From an optimization exercise on the open Yosys and OpenROAD flow, aimed at small area, a short achievable clock period and few clock cycles per item; shortcuts taken in it are not production practice.
Function was checked by simulation only, so behaviour that the tests miss may differ from the original.
No activity file was given, so power comes from the tool's default toggle rates.

==> job 3268: inputs <==
==> flow/design.v (excerpt) <==
module ntrdma_core (
    input  wire         clk,
    input  wire         rst,
    input  wire         cmd_valid,
    output wire         cmd_ready,
    input  wire [255:0] cmd_data,
    output reg          rsp_valid,
    input  wire         rsp_ready,
    output wire [127:0] rsp_data,
    output reg          out_valid,
    output wire [3:0]   out_ctx,
    output reg  [31:0]  out_idx,
    output reg  [63:0]  out_addr,
    output reg  [63:0]  out_len
);
Settings: LEC_CHECK=0, CAP_MARGIN=20, CORE_MARGIN=2, CORE_UTILIZATION=50, PLACE_DENSITY=0.65, SLEW_MARGIN=20, SYNTH_MEMORY_MAX_BITS=16384; clock period 14.0 ns.
standard.sh (not shown) runs the stock make flow with config.mk's settings and CLKGATE_MAP_FILE= SYNTH_SCRIPT=/design/flow/synth_recipe.tcl, a recipe that flattens the netlist after the stock synthesis.
==> flow/flow/run.sh <==
#!/bin/bash
set -euo pipefail
bash standard.sh SETUP_SLACK_MARGIN=9 finish > flow_make.log 2>&1
==> job 1756 (differences from job 3268) <==
--- a/flow/design.v
+++ b/flow/design.v
@@ -127,43 +127,45 @@
     wire        lt_pk = pm[32];
     wire        lt_ck = cm[32];
     wire        lt_pc = (p < c);
     wire        p_lt2 = ({1'b0, p} < {cap, 1'b0});
     wire        c_lt2 = ({1'b0, c} < {cap, 1'b0});
     wire [33:0] v1    = {2'b00, c} - {2'b00, p} - {2'b00, cap};    
     wire [33:0] v2    = {2'b00, c} + {2'b00, cap} - {2'b00, p};    
     wire        same  = (lt_pk == lt_ck);
+    wire        valid = p_lt2 && c_lt2 && (same ? !lt_pc : (lt_pk ? !v1[33] : !v2[33]));
     wire        eq_pk = (p == cap);
     wire        adv_p = !i_zw3 && ((c == 32'd0) || (c == cap)) && (lt_pk || eq_pk);
     wire [31:0] cap2 = {cap[30:0], 1'b0};
     wire [31:0] pr_s = lt_pk ? p : pm[31:0];
     wire [31:0] cr_s = lt_ck ? c : cm[31:0];
     reg [31:0] rx, ry, rz, r1, r2;
     reg [1:0]  rk;
-    reg        advc;
+    reg        rvp, advc;
     always @(*) begin
         rx = 32'd0; ry = 32'd0; rz = 32'd0; rk = 2'd0;
         r1 = 32'd0; r2 = 32'd0;
-        advc = 1'b0;
+        rvp = valid; advc = 1'b0;
         case (i_op[3:0])
             4'h1: begin    
                 rz = lt_pk ? 32'd0 : cap;
                 r1 = pr_s;
                 r2 = lt_pk ? (lt_ck ? cap : cm[31:0]) : (lt_ck ? c : cap);
             end
             4'h2: begin    
                 rz = lt_ck ? 32'd0 : cap;
                 r1 = cr_s;
                 r2 = lt_ck ? (lt_pk ? p : cap) : (lt_pk ? cap : pm[31:0]);
             end
             4'h3: begin    
                 rx = eq_pk ? ~c : c;
                 ry = p;
                 rk = {1'b0, eq_pk};
+                rvp = adv_p;
                 advc = !eq_pk;
             end
             4'h4: begin    
                 rx = ~c; ry = p; rz = lt_pc ? cap2 : 32'd0; rk = 2'd1;
             end
             4'h5: begin    
                 rx = ~p; ry = c; rz = lt_pc ? ~cap : cap; rk = lt_pc ? 2'd2 : 2'd1;
             end
@@ -174,25 +176,25 @@
                 rk = 2'd1;
             end
             4'h7: begin    
                 rx = ~p;
                 ry = same ? 32'd0 : c;
                 rz = lt_pk ? (lt_ck ? cap : ~cap) : (lt_ck ? cap : cap2);
                 rk = (lt_pk && !lt_ck) ? 2'd2 : 2'd1;
             end
-            default: ;       
+            default: begin    
+                rz = {31'd0, valid};
+            end
         endcase
     end
     reg [7:0]  x_op;
     reg        x_ill;
     reg [2:0]  x_ilc;
-    reg        x_ring, x_st, x_sg, x_en, x_wr, x_ovf, x_advc;
-    reg        x_adv, x_isv, x_advp;                         
-    reg        x_pl2, x_cl2, x_same, x_ltpk, x_ltpc, x_v1, x_v2;    
+    reg        x_ring, x_st, x_sg, x_en, x_wr, x_ovf, x_rvp, x_advc;
     reg [1:0]  x_k;
     reg [5:0]  x_ps;
     reg [31:0] x_c;      
     reg [31:0] x_m;      
     reg [63:0] x_a;      
     reg [63:0] x_e;      
     reg [63:0] x_t;      
     always @(posedge clk) begin
@@ -208,27 +210,18 @@
             x_ill  <= ill;
             x_ilc  <= ilc;
             x_ring <= !ill && i_ring;
             x_st   <= lg_st;
             x_sg   <= lg_sg;
             x_en   <= lg_en;
             x_wr   <= (lg_sg || lg_en) && close && cnt_lt;
             x_ovf  <= ovf;
+            x_rvp  <= rvp;
             x_advc <= advc;
-            x_adv  <= (i_op[3:0] == 4'h3);
-            x_isv  <= (i_op[3:0] == 4'h8);
-            x_advp <= adv_p;
-            x_pl2  <= p_lt2;
-            x_cl2  <= c_lt2;
-            x_same <= same;
-            x_ltpk <= lt_pk;
-            x_ltpc <= lt_pc;
-            x_v1   <= !v1[33];
-            x_v2   <= !v2[33];
             x_ctx  <= cx;
             x_ps   <= i_ps;
             if (i_ring) begin
                 x_k <= rk;
                 x_c <= rx;
                 x_m <= ry;
             end else begin
                 x_k <= {1'b0, inc};
@@ -290,22 +283,20 @@
                 end
             end
         end
     end
     wire [31:0] ay  = x_ring ? x_m : 32'd0;
     wire [31:0] az  = x_ring ? x_e[31:0] : 32'd0;
     wire [32:0] sum = {1'b0, x_c} + {1'b0, ay} + {1'b0, az} + {31'd0, x_k};
     wire        co_rsp = x_sg | x_en;
-    wire        valid = x_pl2 && x_cl2 && (x_same ? !x_ltpc : (x_ltpk ? x_v1 : x_v2));
-    wire [31:0] q_r0 = (x_ring && x_isv) ? {31'd0, valid} :
-                       (x_ring | co_rsp) ? sum[31:0] : 32'd0;
+    wire [31:0] q_r0 = (x_ring | co_rsp) ? sum[31:0] : 32'd0;
     wire [31:0] q_r1 = x_ring ? x_a[31:0] : (x_en ? (x_ovf ? x_m : sum[31:0]) : 32'd0);
     wire [31:0] q_r2 = x_ring ? x_a[63:32] : 32'd0;
-    wire        q_rv = x_ring && (x_adv ? (x_advp && !(x_advc && sum[32])) : valid);
+    wire        q_rv = x_ring && x_rvp && !(x_advc && sum[32]);
     wire        q_ov = x_en && x_ovf;
     wire        q_bz = x_st | x_sg;
     wire [110:0] q_new = {q_r2, q_r1, q_r0, q_bz, q_ov, q_rv, x_ilc, x_ill, x_op};
     reg [110:0] h_d, s_d;
     always @(posedge clk) begin
         if (rst) begin
             rsp_valid <= 1'b0;
             s_v       <= 1'b0;
==> flow/run.sh (new file) <==
#!/bin/bash
# synth_recipe.tcl (not shown) runs the flow's synth.tcl, then flattens the netlist and writes it again
# the make line also repeats each setting of config.mk as NAME=value (left out here)
make -C /OpenROAD-flow-scripts/flow DESIGN_CONFIG=/design/flow/config.mk WORK_HOME=/design/flow/orfs CLKGATE_MAP_FILE= SYNTH_SCRIPT=/design/flow/synth_recipe.tcl finish
CORE_UTILIZATION = 30   (was 50)
PLACE_DENSITY = 0.5   (was 0.65)
SETUP_SLACK_MARGIN = 5   (was default)
removed: flow/flow/run.sh
removed: flow/standard.sh
==> summary.txt <==
Against job 3268, the combinational power of job 1756 is smaller by about 13%.
Global-route usage: job 3268 is higher than job 1756 (14 points).
Between job 3268 and job 1756, the lower core utilization is in job 1756 (gap 24 points).
Between job 3268 and job 1756, the lower total power is in job 3268 (gap about 1%, measured against job 1756).
Testbench counts of job 3268, summed over its fixed seeds: cycles 32,024, commands 32,000.
Testbench counts of job 1756, summed over its fixed seeds: cycles 32,024, commands 32,000.

---

==> inputs of build 43 <==
==> flow/design.v <==
module ntrdma_core (
    input  wire         clk,
    input  wire         rst,
    input  wire         cmd_valid,
    output wire         cmd_ready,
    input  wire [255:0] cmd_data,
    output reg          rsp_valid,
    input  wire         rsp_ready,
    output wire [127:0] rsp_data,
    output reg          out_valid,
    output wire [3:0]   out_ctx,
    output reg  [31:0]  out_idx,
    output reg  [63:0]  out_addr,
    output reg  [63:0]  out_len
);
    reg  i_v, x_v, s_v;
    reg  rdy;                          
    wire x_ld  = !x_v || !s_v;         
    wire in_ld = !i_v || x_ld;         
    wire ex    = i_v && x_ld;          
    wire push  = x_v && !s_v;          
    assign cmd_ready = rdy;
    reg [7:0]  i_op;
    reg [5:0]  i_ps;
    reg [3:0]  i_ctx;
    reg [31:0] i_w1, i_w2, i_w3;
    reg [63:0] i_d1, i_d2;
    reg        i_nop, i_ring, i_st, i_sg, i_en;
    reg        i_zrsv, i_zps, i_zctx, i_zw1, i_zw2, i_zw3, i_zd1, i_zd2;
    wire [7:0] c_op = cmd_data[7:0];
    always @(posedge clk) begin
        if (rst) i_v <= 1'b0;
        else if (in_ld) i_v <= cmd_valid;
        if (in_ld) begin
            i_op   <= c_op;
            i_ps   <= cmd_data[13:8];
            i_ctx  <= cmd_data[17:14];
            i_w1   <= cmd_data[63:32];
            i_w2   <= cmd_data[95:64];
            i_w3   <= cmd_data[127:96];
            i_d1   <= cmd_data[191:128];
            i_d2   <= cmd_data[255:192];
            i_nop  <= (c_op == 8'h00);
            i_ring <= (c_op >= 8'h01) && (c_op <= 8'h08);
            i_st   <= (c_op == 8'h10);
            i_sg   <= (c_op == 8'h11);
            i_en   <= (c_op == 8'h12);
            i_zrsv <= (cmd_data[31:18] == 14'd0);
            i_zps  <= (cmd_data[13:8] == 6'd0);
            i_zctx <= (cmd_data[17:14] == 4'd0);
            i_zw1  <= (cmd_data[63:32] == 32'd0);
            i_zw2  <= (cmd_data[95:64] == 32'd0);
            i_zw3  <= (cmd_data[127:96] == 32'd0);
            i_zd1  <= (cmd_data[191:128] == 64'd0);
            i_zd2  <= (cmd_data[255:192] == 64'd0);
        end
    end
    wire op_co = i_st | i_sg | i_en;
    wire known = i_nop | i_ring | op_co;
    wire z_com = i_zrsv & i_zw2 & i_zw3;
    reg mbz_ok;
    always @(*) begin
        if (i_ring)    mbz_ok = i_zrsv & i_zps & i_zctx & i_zd1 & i_zd2;
        else if (i_st) mbz_ok = z_com;
        else if (i_sg) mbz_ok = z_com & i_zps & i_zd2;
        else if (i_en) mbz_ok = z_com & i_zps & i_zw1 & i_zd1 & i_zd2;
        else           mbz_ok = z_com & i_zps & i_zctx & i_zw1 & i_zd1 & i_zd2;
    end
    wire       ctx_ok = (i_ctx[3:2] == 2'b00);
    wire [1:0] cx     = i_ctx[1:0];
    reg        busy  [0:3];
    reg        acc_v [0:3];
    reg [64:0] cs_e  [0:3];
    reg [63:0] cs_a  [0:3];
    reg [31:0] cs_p  [0:3];
    reg        cs_pz [0:3];
    reg [62:0] cs_t  [0:3];
    reg [31:0] cs_mo [0:3];
    reg [31:0] cs_cnt[0:3];
    wire        c_busy = busy[cx];
    wire        c_accv = acc_v[cx];
    wire [64:0] c_e    = cs_e[cx];
    wire [63:0] c_a    = cs_a[cx];
    wire [31:0] c_p    = cs_p[cx];
    wire        c_pz   = cs_pz[cx];
    wire [62:0] c_t    = cs_t[cx];
    wire [31:0] c_mo   = cs_mo[cx];
    wire [31:0] c_cnt  = cs_cnt[cx];
    reg       ill;
    reg [2:0] ilc;
    always @(*) begin
        ill = 1'b1;
        ilc = 3'd0;
        if (!known)                          ilc = 3'd1;
        else if (!mbz_ok)                    ilc = 3'd2;
        else if (op_co && !ctx_ok)           ilc = 3'd3;
        else if ((i_sg | i_en) && !c_busy)   ilc = 3'd4;
        else                                 ill = 1'b0;
    end
    wire lg_st = !ill && i_st;
    wire lg_sg = !ill && i_sg;
    wire lg_en = !ill && i_en;
    wire do_st = ex && lg_st;
    wire do_sg = ex && lg_sg;
    wire do_en = ex && lg_en;
    wire [63:0] seg_a = i_d1;
    wire [31:0] seg_l = i_w1;
    wire        merge  = c_accv && (c_e == {1'b0, seg_a});
    wire        close  = c_accv && !(i_sg && merge);     
    wire        first  = !c_accv;                        
    wire [64:0] s_end  = {1'b0, seg_a} + {33'd0, seg_l};
    wire [33:0] w_lo   = {2'b00, seg_a[31:0]} + {2'b00, seg_l} - {2'b00, c_p};
    wire        wrap   = (&seg_a[63:32]) && c_pz && !w_lo[33] && w_lo[32];
    wire        e64    = s_end[64] && !(merge && wrap);
    wire        cnt_max = (c_cnt == 32'hffffffff);
    wire        inc     = close && !cnt_max;
    wire [31:0] cnt_inc = c_cnt + 32'd1;
    wire        cnt_lt  = (c_cnt < c_mo);
    wire        cnt_eq  = (c_cnt == c_mo);
    wire        ovf     = inc ? !cnt_lt : !(cnt_lt || cnt_eq);    
    reg         x_v_first;
    reg  [1:0]  x_ctx;
    wire [63:0] ad3;
    wire        fwd_a = x_v_first && (x_ctx == cx);
    wire [63:0] c_a_f = fwd_a ? ad3 : c_a;
    wire [31:0] p   = i_w1;
    wire [31:0] c   = i_w2;
    wire [31:0] cap = i_w3;
    wire [32:0] pm    = {1'b0, p} - {1'b0, cap};
    wire [32:0] cm    = {1'b0, c} - {1'b0, cap};
    wire        lt_pk = pm[32];
    wire        lt_ck = cm[32];
    wire        lt_pc = (p < c);
    wire        p_lt2 = (p[31:1] < cap);       
    wire        c_lt2 = (c[31:1] < cap);
    wire [33:0] v1    = {2'b00, c} - {2'b00, p} - {2'b00, cap};    
    wire [33:0] v2    = {2'b00, c} + {2'b00, cap} - {2'b00, p};    
    wire        same  = (lt_pk == lt_ck);
    wire        eq_pk = (p == cap);
    wire        adv_p = !i_zw3 && ((c == 32'd0) || (c == cap)) && (lt_pk || eq_pk);
    wire [31:0] cap2 = {cap[30:0], 1'b0};
    wire [31:0] pr_s = lt_pk ? p : pm[31:0];
    wire [31:0] cr_s = lt_ck ? c : cm[31:0];
    reg [31:0] rx, ry, rz, r1, r2;
    reg [1:0]  rk;
    reg        advc;
    always @(*) begin
        rx = 32'd0; ry = 32'd0; rz = 32'd0; rk = 2'd0;
        r1 = 32'd0; r2 = 32'd0;
        advc = 1'b0;
        case (i_op[3:0])
            4'h1: begin    
                rz = lt_pk ? 32'd0 : cap;
                r1 = pr_s;
                r2 = lt_pk ? (lt_ck ? cap : cm[31:0]) : (lt_ck ? c : cap);
            end
            4'h2: begin    
                rz = lt_ck ? 32'd0 : cap;
                r1 = cr_s;
                r2 = lt_ck ? (lt_pk ? p : cap) : (lt_pk ? cap : pm[31:0]);
            end
            4'h3: begin    
                rx = eq_pk ? ~c : c;
                ry = p;
                rk = {1'b0, eq_pk};
                advc = !eq_pk;
            end
            4'h4: begin    
                rx = ~c; ry = p; rz = lt_pc ? cap2 : 32'd0; rk = 2'd1;
            end
            4'h5: begin    
                rx = ~p; ry = c; rz = lt_pc ? ~cap : cap; rk = lt_pc ? 2'd2 : 2'd1;
            end
            4'h6: begin    
                rx = ~c;
                ry = same ? p : 32'd0;
                rz = same ? 32'd0 : (lt_ck ? cap : cap2);
                rk = 2'd1;
            end
            4'h7: begin    
                rx = ~p;
                ry = same ? 32'd0 : c;
                rz = lt_pk ? (lt_ck ? cap : ~cap) : (lt_ck ? cap : cap2);
                rk = (lt_pk && !lt_ck) ? 2'd2 : 2'd1;
            end
            default: ;       
        endcase
    end
    reg [7:0]  x_op;
    reg        x_ill;
    reg [2:0]  x_ilc;
    reg        x_ring, x_st, x_sg, x_en, x_wr, x_ovf, x_advc;
    reg        x_adv, x_isv, x_pc, x_advp;                   
    reg        x_inc;                                         
    reg        x_pl2, x_cl2, x_same, x_ltpk, x_ltpc, x_v1, x_v2;    
    reg [1:0]  x_k;      
    reg [5:0]  x_ps;
    reg [31:0] x_c;      
    reg [31:0] x_m;      
    reg [63:0] x_a;      
    reg [63:0] x_e;      
    reg [63:0] x_t;      
    always @(posedge clk) begin
        if (rst) begin
            x_v       <= 1'b0;
            x_v_first <= 1'b0;
        end else if (x_ld) begin
            x_v       <= i_v;
            x_v_first <= i_v && lg_sg && first;
        end
        if (x_ld) begin
            x_op   <= i_op;
            x_ill  <= ill;
            x_ilc  <= ilc;
            x_ring <= !ill && i_ring;
            x_st   <= lg_st;
            x_sg   <= lg_sg;
            x_en   <= lg_en;
            x_wr   <= (lg_sg || lg_en) && close && cnt_lt;
            x_ovf  <= ovf;
            x_advc <= advc;
            x_adv  <= (i_op[3:0] == 4'h3);
            x_isv  <= (i_op[3:0] == 4'h8);
            x_pc   <= (i_op[3:0] == 4'h1) || (i_op[3:0] == 4'h2);
            x_inc  <= inc;
            x_c    <= c_cnt;
            x_advp <= adv_p;
            x_pl2  <= p_lt2;
            x_cl2  <= c_lt2;
            x_same <= same;
            x_ltpk <= lt_pk;
            x_ltpc <= lt_pc;
            x_v1   <= !v1[33];
            x_v2   <= !v2[33];
            x_ctx  <= cx;
            x_ps   <= i_ps;
            x_k <= i_ring ? rk : 2'd2;
            x_m <= i_ring ? rz : c_mo;
            if (i_ring) begin
                x_a <= (i_op[3:0] == 4'h1 || i_op[3:0] == 4'h2) ? {r2, r1} : {32'hffffffff, ~rx};
                x_e <= {32'd0, rz};
                x_t <= {32'hffffffff, ~ry};
            end else if (i_st) begin
                x_a <= i_d1;
                x_e <= ~i_d2;
                x_t <= ~64'd0;
            end else if (first) begin
                x_a <= ~i_d1;
                x_e <= c_a;
                x_t <= 64'd1;
            end else begin
                x_a <= c_a_f;
                x_e <= c_e[63:0];
                x_t <= i_en ? {1'b0, c_t} : 64'd0;
            end
        end
    end
    assign ad3 = x_e + ~x_a + ~x_t + {62'd0, x_k};
    reg [62:0] x_mask;
    integer b;
    always @(*) begin
        for (b = 0; b < 63; b = b + 1)
            x_mask[b] = (b < x_ps);
    end
    integer i;
    always @(posedge clk) begin
        for (i = 0; i < 4; i = i + 1) begin
            if (rst) begin
                busy[i] <= 1'b0;
            end else if (ex && cx == i) begin
                if (lg_st) busy[i] <= 1'b1;
                else if (lg_en) busy[i] <= 1'b0;
            end
            if (x_v && x_st && x_ctx == i)
                cs_t[i] <= ad3[62:0] & x_mask;
            if (x_v_first && x_ctx == i)
                cs_a[i] <= ad3;
            if (ex && cx == i) begin
                if (lg_st) begin
                    acc_v[i]  <= 1'b0;
                    cs_a[i]   <= i_d1;
                    cs_mo[i]  <= i_w1;
                    cs_cnt[i] <= 32'd0;
                end
                if (lg_sg) begin
                    acc_v[i]  <= 1'b1;
                    cs_e[i]   <= {e64, s_end[63:0]};
                    cs_cnt[i] <= inc ? cnt_inc : c_cnt;
                    if (!merge) begin
                        cs_p[i]  <= seg_a[31:0];
                        cs_pz[i] <= (seg_a[63:32] == 32'd0);
                    end
                    if (!merge && !first) cs_a[i] <= seg_a;
                end
            end
        end
    end
    wire [31:0] cnt_nx = x_c + {31'd0, x_inc};
    wire        co_rsp = x_sg | x_en;
    wire        valid = x_pl2 && x_cl2 && (x_same ? !x_ltpc : (x_ltpk ? x_v1 : x_v2));
    wire [31:0] q_r0 = x_ring ? (x_pc ? x_m : x_isv ? {31'd0, valid} : ad3[31:0])
                              : (co_rsp ? cnt_nx : 32'd0);
    wire [31:0] q_r1 = (x_ring && x_pc) ? x_a[31:0] : (x_en ? (x_ovf ? x_m : cnt_nx) : 32'd0);
    wire [31:0] q_r2 = (x_ring && x_pc) ? x_a[63:32] : 32'd0;
    wire        q_rv = x_ring && (x_adv ? (x_advp && !(x_advc && ad3[32])) : valid);
    wire        q_ov = x_en && x_ovf;
    wire        q_bz = x_st | x_sg;
    wire [110:0] q_new = {q_r2, q_r1, q_r0, q_bz, q_ov, q_rv, x_ilc, x_ill, x_op};
    reg [110:0] h_d, s_d;
    always @(posedge clk) begin
        if (rst) begin
            rsp_valid <= 1'b0;
            s_v       <= 1'b0;
        end else begin
            if (!rsp_valid || rsp_ready) rsp_valid <= s_v || push;
            s_v <= rsp_valid && !rsp_ready && (s_v || push);
        end
        if (!rsp_valid || rsp_ready) h_d <= s_v ? s_d : q_new;
        if (!s_v) s_d <= q_new;
    end
    wire i_v_nx = in_ld ? cmd_valid : i_v;
    wire x_v_nx = x_ld ? i_v : x_v;
    wire s_v_nx = rsp_valid && !rsp_ready && (s_v || push);
    always @(posedge clk) begin
        if (rst) rdy <= 1'b1;
        else     rdy <= !i_v_nx || !x_v_nx || !s_v_nx;
    end
    assign rsp_data = {h_d[110:15], 17'd0, h_d[14:0]};
    reg [1:0] o_ctx;
    always @(posedge clk) begin
        if (rst) out_valid <= 1'b0;
        else     out_valid <= push && x_wr;
        o_ctx    <= x_ctx;
        out_idx  <= x_c;
        out_addr <= x_a;
        out_len  <= ad3;
    end
    assign out_ctx = {2'b00, o_ctx};
endmodule
==> flow/flow/run.sh <==
#!/bin/bash
set -euo pipefail
bash standard.sh SETUP_SLACK_MARGIN=9.3 finish > flow_make.log 2>&1
==> flow/standard.sh <==
#!/bin/bash
# synth_recipe.tcl (not shown) runs the flow's synth.tcl, then flattens the netlist and writes it again
# the make line also repeats each setting of config.mk as NAME=value (left out here)
make -C /OpenROAD-flow-scripts/flow DESIGN_CONFIG=/design/flow/config.mk WORK_HOME=/design/flow/orfs CLKGATE_MAP_FILE= SYNTH_SCRIPT=/design/flow/synth_recipe.tcl "${@:-finish}"
==> flow/config.mk <==
export PLATFORM = sky130hd
export DESIGN_NAME = ntrdma_core
export DESIGN_NICKNAME = ntrdma_core
export VERILOG_FILES = /design/flow/design.v
export SDC_FILE = /design/flow/constraint.sdc
export NUM_CORES = 4
export LEC_CHECK = 0
export CAP_MARGIN = 40
export CORE_MARGIN = 2
export CORE_UTILIZATION = 40
export CTS_CLUSTER_DIAMETER = 70
export CTS_CLUSTER_SIZE = 25
export PLACE_DENSITY = 0.58
export SLEW_MARGIN = 40
export SYNTH_MEMORY_MAX_BITS = 16384
==> flow/constraint.sdc <==
create_clock -name core_clock -period 14.0 [get_ports {clk}]
set_input_delay 2.8000 -clock core_clock [delete_from_list [all_inputs] [get_ports {clk}]]
set_output_delay 2.8000 -clock core_clock [all_outputs]
set_load 0.01 [all_outputs]
==> trial 85 (differences from build 43) <==
--- a/flow/config.mk
+++ b/flow/config.mk
@@ -11,5 +11,5 @@
 export CTS_CLUSTER_DIAMETER = 70
 export CTS_CLUSTER_SIZE = 25
 export PLACE_DENSITY = 0.58
-export SLEW_MARGIN = 40
+export SLEW_MARGIN = 20
 export SYNTH_MEMORY_MAX_BITS = 16384
==> notes <==
- In trial 85 the via count is higher than in build 43, by 0.75%.
- In total power, build 43 and trial 85 hardly differ.
- Clock-buffer cell count: build 43 is lower than trial 85 (5).
- Area after synthesis is the same in trial 85 and build 43.
- In die area, trial 85 and build 43 do not differ.
- Between trial 85 and build 43, the lower wire length is in build 43 (gap 0.50%, measured against build 43).
- Against trial 85, the worst hold slack of build 43 is higher by 0.012 ns.
==> figures <==
	trial 85	build 43
Status	complete, no violations	complete, no violations
Final min period	4.990 ns	5.020 ns
Critical path data required time	14.62 ns	14.76 ns
Fraction of final layout cells with drive strength greater than 1	0.1907	0.1853
Hold endpoint	out_addr[58]	x_op[4]
GR met3 Demand/Resource	0.1034	0.09597
Number of cells upsized or downsized after cts	497	473
Min setup slack post-route	9.010 ns	8.980 ns
Layout-to-synthesis area ratio	1.2251x	1.2193x
P_int	10.95 mW	10.97 mW
Vias per std cell	6.267	6.260
Critical Path Sink	x_a[60]	x_a[61]
Post-placement cell area	117800 sq um	117400 sq um
Total inserted antenna cells	11	21
Final critical-path share of the clock period	0.3564	0.3585
Clk power	4.64 mW	4.70 mW
Testbench counts of build 43, summed over its fixed seeds: cycles 32,024, commands 32,000.
Testbench counts of trial 85, summed over its fixed seeds: cycles 32,024, commands 32,000.

==> what the ideal ports hide <==
In the flow no input, the clock included, has a driving cell. The finished layouts below were timed again as built, in two steps. Step 1: set_driving_cell puts a clkbuf_16 on clk and a buf_2 on each other input, an assumption about the parent block. Step 2 also shifts input and output timing later by t, the mid clock arrival at the registers, as if the neighbouring blocks saw the same clock. Three values: no drivers, after step 1, after step 2; two values: the first two.
run	shift t [ns]	slack for setup (ns)	cell pins on the clock port's net
job 3268	1.013	8.950 / 8.950 / 8.525	1
job 1756	0.998	6.745 / 6.745 / 6.745	1
build 43	0.974	8.980 / 8.980 / 8.854	1
trial 85	0.968	9.010 / 9.010 / 8.798	1
After both steps setup and hold are still met in every run listed. The setup slack of job 3268, which loses most, moves by 0.000 ns with the drivers and by -0.425 ns with both steps.
